This design comes from an exercise in tuning for small area on the open sky130 flow, not from production work.
The RTL was checked by simulation tests, not by an equivalence proof against the original design.
Power figures rest on the tool's default switching activity, not on a simulated workload.

==> design/flow/design.v <==
module fcp #(
    parameter PMAX = 64                  
) (
    input  wire        clk,
    input  wire        rst,              
    input  wire        req_valid,
    input  wire [35:0] req,
    output reg         rsp_valid,
    output reg  [49:0] rsp
);
    localparam [3:0] OP_NOP      = 4'h0,
                     OP_CSINIT   = 4'h1,
                     OP_CSADD    = 4'h2,
                     OP_CSFIN    = 4'h3,
                     OP_ENCSTART = 4'h4,
                     OP_ENCPAY   = 4'h5,
                     OP_ENCEMIT  = 4'h6,
                     OP_ENCABORT = 4'h7,
                     OP_HDPUSH   = 4'h8,
                     OP_HDGET    = 4'h9,
                     OP_HDCLR    = 4'hA,
                     OP_PACK     = 4'hB,
                     OP_UNPACK   = 4'hC;
    localparam [1:0] ST_OK            = 2'd0,
                     ST_REFUSED_STATE = 2'd1,
                     ST_REFUSED_LEN   = 2'd2,
                     ST_ILLEGAL_OP    = 2'd3;
    localparam [1:0] E_IDLE = 2'd0,
                     E_FILL = 2'd1,
                     E_EMIT = 2'd2;
    localparam [7:0] PROTO_VER = 8'h03;
    localparam [7:0] CS_INIT   = 8'hFF;
    localparam       AW        = $clog2(PMAX);
    wire [3:0]  opsel = req[35:32];
    wire [31:0] arg   = req[31:0];
    reg  [7:0]  acc;         
    reg  [1:0]  estate;      
    reg  [7:0]  t_type;
    reg  [7:0]  t_id;
    reg  [15:0] t_len;
    reg  [15:0] pcnt;        
    reg  [16:0] eidx;        
    reg  [2:0]  hcnt;        
    reg         hvalid;
    reg  [7:0]  h_ck;
    reg  [7:0]  h_ver;
    reg  [7:0]  h_type;
    reg  [7:0]  h_id;
    reg  [15:0] h_len;
    reg  [7:0]  pbuf [0:PMAX-1];
    wire        enc_idle = (estate == E_IDLE);
    wire        enc_fill = (estate == E_FILL);
    wire        enc_emit = (estate == E_EMIT);
    wire [7:0]  b       = arg[7:0];
    wire [15:0] s_len   = arg[31:16];
    wire [7:0]  hdr_acc = CS_INIT + PROTO_VER + arg[7:0] + arg[15:8]
                        + s_len[7:0] + s_len[15:8];
    wire [16:0] pay_idx  = eidx - 17'd6;
    wire [7:0]  pay_byte = pbuf[pay_idx[AW-1:0]];
    wire        emit_last = (eidx == {1'b0, t_len} + 17'd5);
    reg  [7:0]  emit_byte;
    always @(*) begin
        case (eidx)
            17'd0:   emit_byte = acc ^ 8'hFF;
            17'd1:   emit_byte = PROTO_VER;
            17'd2:   emit_byte = t_type;
            17'd3:   emit_byte = t_id;
            17'd4:   emit_byte = t_len[7:0];
            17'd5:   emit_byte = t_len[15:8];
            default: emit_byte = pay_byte;
        endcase
    end
    reg  [1:0]  status;
    reg  [47:0] data;
    always @(*) begin
        status = ST_OK;
        data   = 48'd0;
        case (opsel)
            OP_NOP: ;
            OP_CSINIT, OP_CSADD:
                if (!enc_idle) status = ST_REFUSED_STATE;
            OP_CSFIN:
                if (!enc_idle) status = ST_REFUSED_STATE;
                else           data[7:0] = acc ^ 8'hFF;
            OP_ENCSTART:
                if (!enc_idle)                 status = ST_REFUSED_STATE;
                else if (s_len > PMAX)         status = ST_REFUSED_LEN;
            OP_ENCPAY:
                if (!enc_fill) status = ST_REFUSED_STATE;
            OP_ENCEMIT:
                if (!enc_emit) status = ST_REFUSED_STATE;
                else           data[8:0] = {emit_last, emit_byte};
            OP_ENCABORT: ;
            OP_HDPUSH:
                data[0] = (hcnt == 3'd5);
            OP_HDGET:
                if (!hvalid) status = ST_REFUSED_STATE;
                else         data = {h_len, h_id, h_type, h_ver, h_ck};
            OP_HDCLR: ;
            OP_PACK:
                data[31:0] = {arg[27:6], arg[5:0], 1'b0, 3'b000};
            OP_UNPACK:
                data[31:0] = {arg[2:0], arg[3], arg[31:10], arg[9:4]};
            default:
                status = ST_ILLEGAL_OP;
        endcase
    end
    wire        do_op = req_valid && (status == ST_OK);
    always @(posedge clk) begin
        if (rst) begin
            acc    <= CS_INIT;
            estate <= E_IDLE;
            pcnt   <= 16'd0;
            eidx   <= 17'd0;
            hcnt   <= 3'd0;
            hvalid <= 1'b0;
        end else if (do_op) begin
            case (opsel)
                OP_CSINIT: acc <= CS_INIT;
                OP_CSADD:  acc <= acc + b;
                OP_ENCSTART: begin
                    t_type <= arg[7:0];
                    t_id   <= arg[15:8];
                    t_len  <= s_len;
                    pcnt   <= 16'd0;
                    eidx   <= 17'd0;
                    acc    <= hdr_acc;
                    estate <= (s_len == 16'd0) ? E_EMIT : E_FILL;
                end
                OP_ENCPAY: begin
                    acc  <= acc + b;
                    pcnt <= pcnt + 16'd1;
                    if (pcnt + 16'd1 == t_len)
                        estate <= E_EMIT;
                end
                OP_ENCEMIT: begin
                    eidx <= eidx + 17'd1;
                    if (emit_last)
                        estate <= E_IDLE;
                end
                OP_ENCABORT: estate <= E_IDLE;
                OP_HDPUSH: begin
                    case (hcnt)
                        3'd0: begin h_ck  <= b; hvalid <= 1'b0; end
                        3'd1: h_ver  <= b;
                        3'd2: h_type <= b;
                        3'd3: h_id   <= b;
                        3'd4: h_len[7:0]  <= b;
                        default: begin h_len[15:8] <= b; hvalid <= 1'b1; end
                    endcase
                    hcnt <= (hcnt == 3'd5) ? 3'd0 : hcnt + 3'd1;
                end
                OP_HDCLR: begin
                    hcnt   <= 3'd0;
                    hvalid <= 1'b0;
                end
                default: ;
            endcase
        end
    end
    always @(posedge clk) begin
        if (!rst && do_op && opsel == OP_ENCPAY)
            pbuf[pcnt[AW-1:0]] <= b;
    end
    always @(posedge clk) begin
        if (rst) begin
            rsp_valid <= 1'b0;
        end else begin
            rsp_valid <= req_valid;
            if (req_valid)
                rsp <= {status, data};
        end
    end
endmodule
==> design/flow/run.sh <==
#!/bin/bash
# synth_recipe.tcl (not shown) runs the flow's synth.tcl, then flattens the netlist and writes it again
# the make line also repeats each setting of config.mk as NAME=value (left out here)
make -C /OpenROAD-flow-scripts/flow DESIGN_CONFIG=/design/flow/config.mk WORK_HOME=/design/flow/orfs CLKGATE_MAP_FILE= SYNTH_SCRIPT=/design/flow/synth_recipe.tcl finish
==> design/flow/config.mk <==
export PLATFORM = sky130hd
export DESIGN_NAME = fcp
export DESIGN_NICKNAME = fcp
export VERILOG_FILES = /design/flow/design.v
export SDC_FILE = /design/flow/constraint.sdc
export NUM_CORES = 4
export LEC_CHECK = 0
export CAP_MARGIN = 20
export CORE_MARGIN = 2
export CORE_UTILIZATION = 40
export PLACE_DENSITY = 0.6
export SLEW_MARGIN = 20
==> design/flow/constraint.sdc <==
create_clock -name core_clock -period 5.0 [get_ports {clk}]
set_input_delay 1.0000 -clock core_clock [delete_from_list [all_inputs] [get_ports {clk}]]
set_output_delay 1.0000 -clock core_clock [all_outputs]
set_load 0.01 [all_outputs]
==> notes.md <==
-- metrics by stage --
| stage | cell area [um^2] | util |
|---|---|---|
| after floorplan | 29400 | - |
| after global placement | 31700 | 0.436 |
| after detailed placement | 31700 | 0.436 |
| after CTS | 34200 | 0.469 |
| after global routing | 34200 | 0.469 |
| final | 34200 | 0.469 |
-- registers in the layout, indices dropped and copies added (netlist names), 16 cells and up --
signal  flops
pbuf      512
rsp        50
eidx       17
h_len      16
pcnt       16
t_len      16
-- worst paths after layout --
path	depth (start not counted)	to	startpoint	slack, ns
worst min-delay path	1	rsp[37]	h_len[5]	0.50
worst min register to register	1	rsp[37]	h_len[5]	0.50
worst max-delay path	15	acc[6]	req[8]	0.87
worst max register to register	7	rsp[3]	eidx[2]	1.49
-- placed cells by master, fill, tap and decap left out, types with 19 or more instances in the layout --
cell type / count
a21oi_1: 43
clkdlybuf4s50_1: 81
mux4_2: 167
clkbuf_16: 72
edfxtp_1: 642
ha_1: 23
a222oi_1: 26
buf_4: 79
inv_1: 84
xnor2_1: 55
nand2_1: 49
o21ai_0: 32
xor2_1: 22
nor3_1: 19
and2_1: 30
dfxtp_1: 46
nor2_1: 148
nand3_1: 29
-- per-layer routing --
| metal | vias to the layer above | GRT usage | wire length (um) |
|---|---|---|---|
| li1 | 7154 | - | - |
| met1 | 8635 | 0.282 | 32100 |
| met2 | 597 | 0.317 | 35700 |
| met3 | 116 | 0.0328 | 4890 |
| met4 | 0 | 0.0505 | 1710 |
| met5 | - | 0 | 0 |
-- report_power, final --
group	total, mW	internal, mW	switching (mW)	leakage, nW
sequential	6.33	6.32	0.0127	6.22
combinational	0.544	0.204	0.340	3.61
clock	5.46	3.19	2.27	1.18
-- worst max-delay path, stage by stage --
cell             delay, ns
clkdlybuf4s50_1       0.46
fa_1                  0.52
inv_1                 0.05
fa_1                  0.48
inv_1                 0.05
ha_1                  0.21
fa_1                  0.46
a21o_1                0.20
a21oi_1               0.22
o21bai_1              0.09
a21oi_1               0.19
xnor2_1               0.09
a221oi_1              0.27
nor2_1                0.07
a211o_1               0.28
-- final cells by class --
class                           count  area [um^2]  area share
Sequential cell                   690        20200       0.593
Timing Repair Buffer              172         1520      0.0446
Clock inverter                     44          549      0.0161
Clock buffer                       86         1870      0.0549
Tap cell                          959         1200      0.0351
Inverter                           87          327     0.00956
Multi-Input combinational cell    861         8450       0.247
-- cell families after synthesis --
kind of cell / after synthesis / share of synthesized area
and+or+nand+nor: 379 / 0.0641
AOI/OAI and AO/OA: 189 / 0.0465
buffers and inverters: 186 / 0.0268
xor gates and xnor gates: 78 / 0.0232
muxes: 177 / 0.131
DFF: 690 / 0.688
adders and majority gates: 38 / 0.0200
==> notes.md <==
IO Port Bufs 89; Place WS 0.244 ns; synth top area cells edfxtp_1 (66%), mux4_2 (13%), dfxtp_1 (3.3%); initial antenna violation count 0; status timing/DRC/antenna clean; Post-Layout Cell Count 2899; worst slew pin tran 1.00 ns; Cells after Synth 1737; DRT Pass-1 Iters 11; Syn Std Cell Area 29400 um^2; Yosys warnings 1; RSZ-0062 raised after global routing no; CTS tree done; period utilization 0.826; Initial Util 0.404; most common cell in the netlist edfxtp_1; diode count 0; count of final max-slew check failures 0; Reg clk slew, reported paths 0.06 ns; clock skew 0.0293 ns; Setup Fix Bufs, Post-CTS 0; leading area contributor after synthesis edfxtp_1; All-Layer GR Usage 0.198; boundary pin count 90; Crit Path Max Fanout 2; DR iter-0 viols 1927; Worst-Skew Late Latency 0.63 ns; htree depth 3; maxcap violations 0; Worst EP arrival 4.65 ns; distinct cell type count after synthesis 73; Fillers 6161; overall power 12.3 mW; Hold Path Class reg -> reg; Die W 275 um; Mapped Avg Cell Area 16.9 um^2; crit path launch type primary input; pwr dens 361 nW/um^2; VDD IR-drop max 295 uV; # hold bufs at CTS 0; clk root buf clkbuf_16; final hold violation count 0; pin count of the biggest net entering global routing 86; vias in the first global route 16300; final setup TNS 0 ns; area grow syn2layout 16.1%; hpwl dp 47.8 mm; dpl cells 2769; WL final 74.3 mm; number of flops mapped to enable cells by yosys 642; fin nets 1961; Fin Hold WS 0.502 ns; DIE AREA 75700 um^2; crit end category flop; Synth Flop Type edfxtp_1; syn_nets 1814; first-pass GRT wire length 109 mm; min Tclk post-route 4.13 ns; critical path class in -> reg; headroom to the max-slew limit 0.333; final setup violation count 0; Routability Congestion 0.866; CTS max path bufs 3; Core ar. 72800 um^2; Yosys top cell area share 0.655; DRC 0; cts repair resizes 0; fmax 242 MHz; total gr overflow 0; CP required 5.52 ns; CTS Buf Count 72; most instantiated cells after synthesis edfxtp_1 (642), mux4_2 (167), nor2_1 (151); asr flop ratio synth 0; fraction of layout cells with a size suffix above 1 0.201; # rows 99; Leakage 11.0 nW; final setup margin 0.871 ns; sequential area share after synthesis 0.688; Synth Register Bits 690; Avg WL per Cell 25.6 um; vias per inst 5.69; Antenna Nets Post-Route 0; die height 275 um; Sink Count 690; DR vias 16500

==> afterwards: timing with drivers on the ports <==
No port has a modelled driver above. Below, the same layout with a new extraction and two added sets of constraints. Step 1 sets driving cells, clkbuf_16 on the clock port and buf_2 on the other inputs (assumed; they add their load-dependent delay and slew). Step 2 times the ports against the registers' clock, not the clock port: input delays grow and output delays shrink by t, the midpoint of the rising clock arrivals with the driver on. Slacks: ideal ports / drivers / drivers and shift; pairs: ideal ports / drivers.
t, ns: 0.671
slack for setup (ns): 0.871 / 0.902 / 0.231
worst hold slack (ns): 0.502 / 0.502 / 0.502
worst setup path at the end: input to register
slew at the worst register clock pin (ns): 0.07 / 0.07
After both steps setup and hold are still met in this run. For this run, drivers alone change the setup slack by +0.031 ns; drivers and shift together by -0.640 ns.
